Context: an optimization exercise on an open-source flow, tuned for small area, a short achievable clock period and few clock cycles. The choices shown serve that exercise and are no tape-out recipe. The RTL was checked by simulation tests, not by an equivalence proof against the original design. Power is estimated from default activity; no workload was simulated.

==> inputs of v19 <==
Design mlc_core, start of the top module:
module mlc_core (
    input             clk,
    input             rst,
    input             req,
    input             we,
    input      [1:0]  space,
    input      [7:0]  addr,
    input      [31:0] wdata,
    output reg [31:0] rdata,
    output            busy
);
==> flow/config.mk <==
export PLATFORM = sky130hd
export DESIGN_NAME = mlc_core
export DESIGN_NICKNAME = mlc_core
export VERILOG_FILES = /design/flow/design.v
export SDC_FILE = /design/flow/constraint.sdc
export NUM_CORES = 4
export LEC_CHECK = 0
export CAP_MARGIN = 20
export CORE_MARGIN = 2
export CORE_UTILIZATION = 40
export PLACE_DENSITY = 0.6
export SLEW_MARGIN = 20
==> flow/constraint.sdc <==
create_clock -name core_clock -period 8.0 [get_ports {clk}]
set_input_delay 1.6000 -clock core_clock [delete_from_list [all_inputs] [get_ports {clk}]]
set_output_delay 1.6000 -clock core_clock [all_outputs]
set_load 0.01 [all_outputs]
run.sh (not shown) runs the stock make flow with config.mk's settings and CLKGATE_MAP_FILE= SYNTH_SCRIPT=/design/flow/synth_recipe.tcl, a recipe that flattens the netlist after the stock synthesis.
==> v22 (differences from v19) <==
--- a/flow/design.v
+++ b/flow/design.v
@@ -14,30 +14,33 @@
     localparam ECAP = 64;
     localparam RES_OK        = 4'd0;
     localparam RES_MISMATCH  = 4'd1;
     localparam RES_UNDERSIZE = 4'd2;
     localparam RES_CAP       = 4'd7;
     localparam RES_ILL       = 4'd8;
-    reg [7:0]  fbuf [0:FCAP-1];
-    reg [7:0]  ebuf [0:ECAP-1];
+    reg [7:0]  fst [0:FCAP-1];    
+    reg [7:0]  est [0:ECAP-1];    
+    reg [31:0] sm;                
+    reg [31:0] sd;                
     reg [5:0]  flen;
     reg [6:0]  elen;
     reg [15:0] crc;
     reg [3:0]  res;
     reg        herr;
     reg        busy_r;
     reg [1:0]  eop;        
+    reg [4:0]  ei;         
     reg        pmode;
     reg [6:0]  pk;
     reg [15:0] c0, c1, c2;
     reg [7:0]  ehold;
     assign busy = busy_r;
-    function [7:0] nib;
+    function [7:0] nib2;
         input [3:0] n;
         begin
-            nib = {n[3], ~n[3], n[2], ~n[2], n[1], ~n[1], n[0], ~n[0]};
+            nib2 = {n[3], ~n[3], n[2], ~n[2], n[1], ~n[1], n[0], ~n[0]};
         end
     endfunction
     function [7:0] dec;
         input [15:0] w;
         reg [7:0] h, l;
         begin
@@ -74,70 +77,122 @@
     wire        is_crc  = issue & legal & (opc == 8'd1);
     wire        is_mkf  = issue & legal & (opc == 8'd2) & (flen <= 6'd30);
     wire        is_chk  = issue & legal & (opc == 8'd3) & (flen >= 6'd2);
     wire        is_enc  = issue & legal & (opc == 8'd4);
     wire        is_dec  = issue & legal & (opc == 8'd5);
     wire        is_fam  = is_crc | is_mkf | is_chk;
+    wire [5:0]  ndec    = elen[6:1];
+    wire [5:0]  flen1   = flen + 6'd1;
+    wire [31:0] fmask, nmask;
+    genvar g;
+    generate
+        for (g = 0; g < FCAP; g = g + 1) begin : gmask
+            assign fmask[g] = (g < flen);
+            assign nmask[g] = (g < ndec);
+        end
+    endgenerate
     wire        hit     = ~pmode & (pk == {1'b0, flen});
-    wire        eng_go  = busy_r & ~hit;                  
-    wire        done    = (is_fam & hit) | (busy_r & hit);
+    wire        mconf   = sm[flen[4:0]] | sm[flen1[4:0]];     
+    wire        dconf   = |(sd & fmask);                      
+    wire        fam_b   = busy_r & (eop != 2'd0);
+    wire        enc_b   = busy_r & (eop == 2'd0);
+    wire        eng_ext = fam_b & ~hit;
+    wire        eng_mat = fam_b & hit & (eop == 2'd2) & mconf;
+    wire        done    = (is_fam & hit & ~(is_mkf & mconf)) | (fam_b & hit & ~((eop == 2'd2) & mconf));
     wire [1:0]  dop     = busy_r ? eop : opc[1:0];
-    wire        start   = is_fam & ~hit;
-    wire [4:0]  fidx    = busy_r ? pk[4:0] : addr[4:0];
-    wire [7:0]  fb_rd   = fbuf[fidx];
+    wire        mkf_done = done & (dop == 2'd2);
+    wire        start   = is_fam & ~(hit & ~(is_mkf & mconf));
+    wire        enc_now = (is_enc & ~dconf) | (enc_b & ~dconf);
+    wire        enc_start = is_enc & dconf;
+    wire        enc_mat = enc_b & dconf & sd[ei] & fmask[ei];
+    reg  [4:0]  x;
+    always @(*) begin
+        if (!busy_r)         x = sp_fb ? addr[4:0] : addr[5:1];
+        else if (eop == 2'd0) x = ei;
+        else if (!hit)       x = pk[4:0];
+        else if (sm[flen[4:0]]) x = flen[4:0];
+        else                 x = flen1[4:0];
+    end
+    wire [7:0]  f_rd    = fst[x];
+    wire [15:0] p_rd    = {est[{x, 1'b0}], est[{x, 1'b1}]};
+    wire        m_x     = sm[x];
+    wire        d_x     = sd[x];
+    wire [7:0]  p_dec   = dec(p_rd);
+    wire [7:0]  v_f     = d_x ? p_dec : f_rd;                  
+    wire [7:0]  v_e0    = m_x ? nib2(f_rd[7:4]) : p_rd[15:8];   
+    wire [7:0]  v_e1    = m_x ? nib2(f_rd[3:0]) : p_rd[7:0];    
+    wire        mat_e   = ((fb_hw | eb_hw) & m_x) | eng_mat;
+    wire        mat_f   = (eb_hw & d_x) | enc_mat;
+    wire [7:0]  fbus    = fb_hw ? wdata[7:0] : p_dec;
+    wire [7:0]  fbus_ev = mkf_done ? (flen[0] ? c0[7:0] : c0[15:8]) : fbus;
+    wire [7:0]  fbus_od = mkf_done ? (flen[0] ? c0[15:8] : c0[7:0]) : fbus;
+    wire [7:0]  ebus_ev = (eb_hw & ~addr[0]) ? wdata[7:0] : nib2(f_rd[7:4]);
+    wire [7:0]  ebus_od = (eb_hw &  addr[0]) ? wdata[7:0] : nib2(f_rd[3:0]);
+    generate
+        for (g = 0; g < FCAP; g = g + 1) begin : gslot
+            wire xs   = (x == g);
+            wire f_we = (xs & (fb_hw | mat_f)) |
+                        (mkf_done & ((flen[4:0] == g) | (flen1[4:0] == g)));
+            wire e0_we = (xs & mat_e) | (eb_hw & (addr[5:0] == 2*g));
+            wire e1_we = (xs & mat_e) | (eb_hw & (addr[5:0] == 2*g+1));
+            always @(posedge clk) begin
+                if (!rst) begin
+                    if (f_we)  fst[g]     <= (g % 2 == 0) ? fbus_ev : fbus_od;
+                    if (e0_we) est[2*g]   <= ebus_ev;
+                    if (e1_we) est[2*g+1] <= ebus_od;
+                end
+            end
+            always @(posedge clk) begin
+                if (rst) begin
+                    sm[g] <= 1'b0;
+                    sd[g] <= 1'b0;
+                end else begin
+                    if (enc_now & fmask[g])
+                        sm[g] <= 1'b1;
+                    else if (xs & mat_e)
+                        sm[g] <= 1'b0;
+                    if (is_dec & nmask[g] & ~sm[g])
+                        sd[g] <= 1'b1;
+                    else if ((xs & (fb_hw | mat_f)) |
+                             (mkf_done & ((flen[4:0] == g) | (flen1[4:0] == g))))
+                        sd[g] <= 1'b0;
+                end
+            end
+        end
+    endgenerate
     wire        a_eq_k  = ({1'b0, addr[6:0]} == {1'b0, pk});
     wire        a_eq_k1 = ({1'b0, addr[6:0]} + 8'd1 == {1'b0, pk});
     wire        a_lt_k  = ({1'b0, addr[6:0]} < {1'b0, pk});
     wire        a_zero  = (addr[6:0] == 7'd0);
     wire [7:0]  edec    = dec({ehold, wdata[7:0]});
     reg  [1:0]  bsel;      
     reg  [7:0]  sbyte;
     always @(*) begin
         bsel  = 2'd0;
         sbyte = wdata[7:0];
         if (busy_r) begin
-            sbyte = fb_rd;
+            sbyte = v_f;
         end else if (eb_hw) begin
             sbyte = edec;
             if (!a_eq_k) bsel = 2'd1;
         end else begin
             if (pmode || !a_eq_k) bsel = a_zero ? 2'd2 : 2'd1;
         end
     end
     wire [15:0] sbase = (bsel == 2'd0) ? c0 : (bsel == 2'd1) ? c1 : 16'hFFFF;
     wire [15:0] snext = step(sbase, sbyte);
-    wire [5:0]  ndec    = elen[6:1];
-    integer j;
-    always @(posedge clk) begin
-        if (!rst) begin
-            if (fb_hw) fbuf[addr[4:0]] <= wdata[7:0];
-            if (eb_hw) ebuf[addr[5:0]] <= wdata[7:0];
-            if (is_enc)
-                for (j = 0; j < FCAP; j = j + 1)
-                    if (j < flen) begin
-                        ebuf[2*j]   <= nib(fbuf[j][7:4]);
-                        ebuf[2*j+1] <= nib(fbuf[j][3:0]);
-                    end
-            if (is_dec)
-                for (j = 0; j < FCAP; j = j + 1)
-                    if (j < ndec) fbuf[j] <= dec({ebuf[2*j], ebuf[2*j+1]});
-            if (done && dop == 2'd2) begin
-                fbuf[flen[4:0]]        <= c0[15:8];
-                fbuf[flen[4:0] + 5'd1] <= c0[7:0];
-            end
-        end
-    end
     always @(posedge clk) begin
         if (rst) begin
             flen   <= 6'd0;
             elen   <= 7'd0;
             crc    <= 16'hFFFF;
             res    <= RES_OK;
             herr   <= 1'b0;
             busy_r <= 1'b0;
             eop    <= 2'd0;
+            ei     <= 5'd0;
             rdata  <= 32'd0;
             pmode  <= 1'b0;
             pk     <= 7'd0;
             c0     <= 16'hFFFF;
             c1     <= 16'hFFFF;
             c2     <= 16'hFFFF;
@@ -154,17 +209,17 @@
                             8'd4: rdata <= {16'd0, crc};
                             8'd6: rdata <= ECAP;
                             default: rdata <= 32'd0;
                         endcase
                     end
                     2'd1: begin
-                        if (fb_in) rdata <= {24'd0, fb_rd};
+                        if (fb_in) rdata <= {24'd0, v_f};
                         else if (!busy_r) herr <= 1'b1;
                     end
                     2'd2: begin
-                        if (eb_in) rdata <= {24'd0, ebuf[addr[5:0]]};
+                        if (eb_in) rdata <= {24'd0, addr[0] ? v_e1 : v_e0};
                         else if (!busy_r) herr <= 1'b1;
                     end
                     default: ;
                 endcase
             end
             if (req & we & busy_r) begin
@@ -174,13 +229,13 @@
             if (wr_ok & sp_reg) begin
                 case (addr)
                     8'd0: begin
                         if (!legal) res <= RES_ILL;
                         else if (opc == 8'd2 && flen > 6'd30) res <= RES_CAP;
                         else if (opc == 8'd3 && flen < 6'd2) res <= RES_UNDERSIZE;
-                        else if (!start) res <= RES_OK;
+                        else if (!start && !enc_start) res <= RES_OK;
                     end
                     8'd2: begin
                         if (wdata <= FCAP) flen <= wdata[5:0];
                         else herr <= 1'b1;
                     end
                     8'd3: begin
@@ -190,14 +245,24 @@
                     8'd1, 8'd4, 8'd5, 8'd6: herr <= 1'b1;
                     default: ;
                 endcase
             end
             if ((wr_ok & sp_fb & ~fb_in) | (wr_ok & sp_eb & ~eb_in))
                 herr <= 1'b1;
-            if (is_enc) elen <= {flen, 1'b0};
             if (is_dec) flen <= ndec;
+            if (enc_start) begin
+                busy_r <= 1'b1;
+                eop    <= 2'd0;
+                ei     <= 5'd0;
+            end
+            if (enc_b) ei <= ei + 5'd1;
+            if (enc_now) begin
+                elen   <= {flen, 1'b0};
+                res    <= RES_OK;
+                busy_r <= 1'b0;
+            end
             if (start) begin
                 busy_r <= 1'b1;
                 eop    <= opc[1:0];
             end
             if (done) begin
                 busy_r <= 1'b0;
@@ -215,13 +280,13 @@
                         crc <= c0;
                         res <= RES_OK;
                     end
                 endcase
             end
             if (busy_r) begin
-                if (!hit) begin
+                if (eng_ext) begin
                     pk <= pk + 7'd1;
                     c0 <= snext; c1 <= c0; c2 <= c1;
                 end
             end else if (start) begin
                 if (pmode || pk > {1'b0, flen}) begin
                     pmode <= 1'b0;
==> run summary <==
- v19 completed with no timing, DRC or antenna violations. v22 produced a clean layout.
- Wire length: v22 is smaller than v19 (24%).
- Between v19 and v22, the lower non-clock buffer count is in v19 (gap 274).
- Of v22 and v19, v19 has the higher final cell count (gap about 18%, measured against v19).
- Against v22, the combinational power of v19 is lower by about 30%.
- Of v19 and v22, v22 has the higher utilization (gap 3.2 points).
Testbench counts of v19, summed over its fixed seeds: cycles 11,433.
Testbench counts of v22, summed over its fixed seeds: cycles 11,503.

what the ideal ports hide:
The flow's constraints put no driver on any port. The routed layouts listed below were extracted and timed again, unchanged, in two steps.
Step 1, drivers: a clkbuf_16 drives clk and a buf_2 each remaining input, both assumed.
Step 2 also shifts input and output timing later by t, the mid clock arrival at the registers, as if the neighbouring blocks saw the same clock.
a / b / c = no drivers / after step 1 / after step 2; a / b = the first two.
run	t, ns	setup WS [ns]	worst hold slack (ns)	worst slew at a driven data input, ns	cell pins on the clock port's net
v19	0.832	1.641 / 1.692 / 0.860	0.461 / 0.461 / 0.461	0.05	1
v22	0.772	0.261 / 0.310 / -0.463	0.458 / 0.458 / 0.458	0.04	1
Met with ideal ports but missed after step 2: setup timing in v22. The setup slack of v19, which loses most, moves by +0.051 ns with the drivers and by -0.781 ns with both steps.
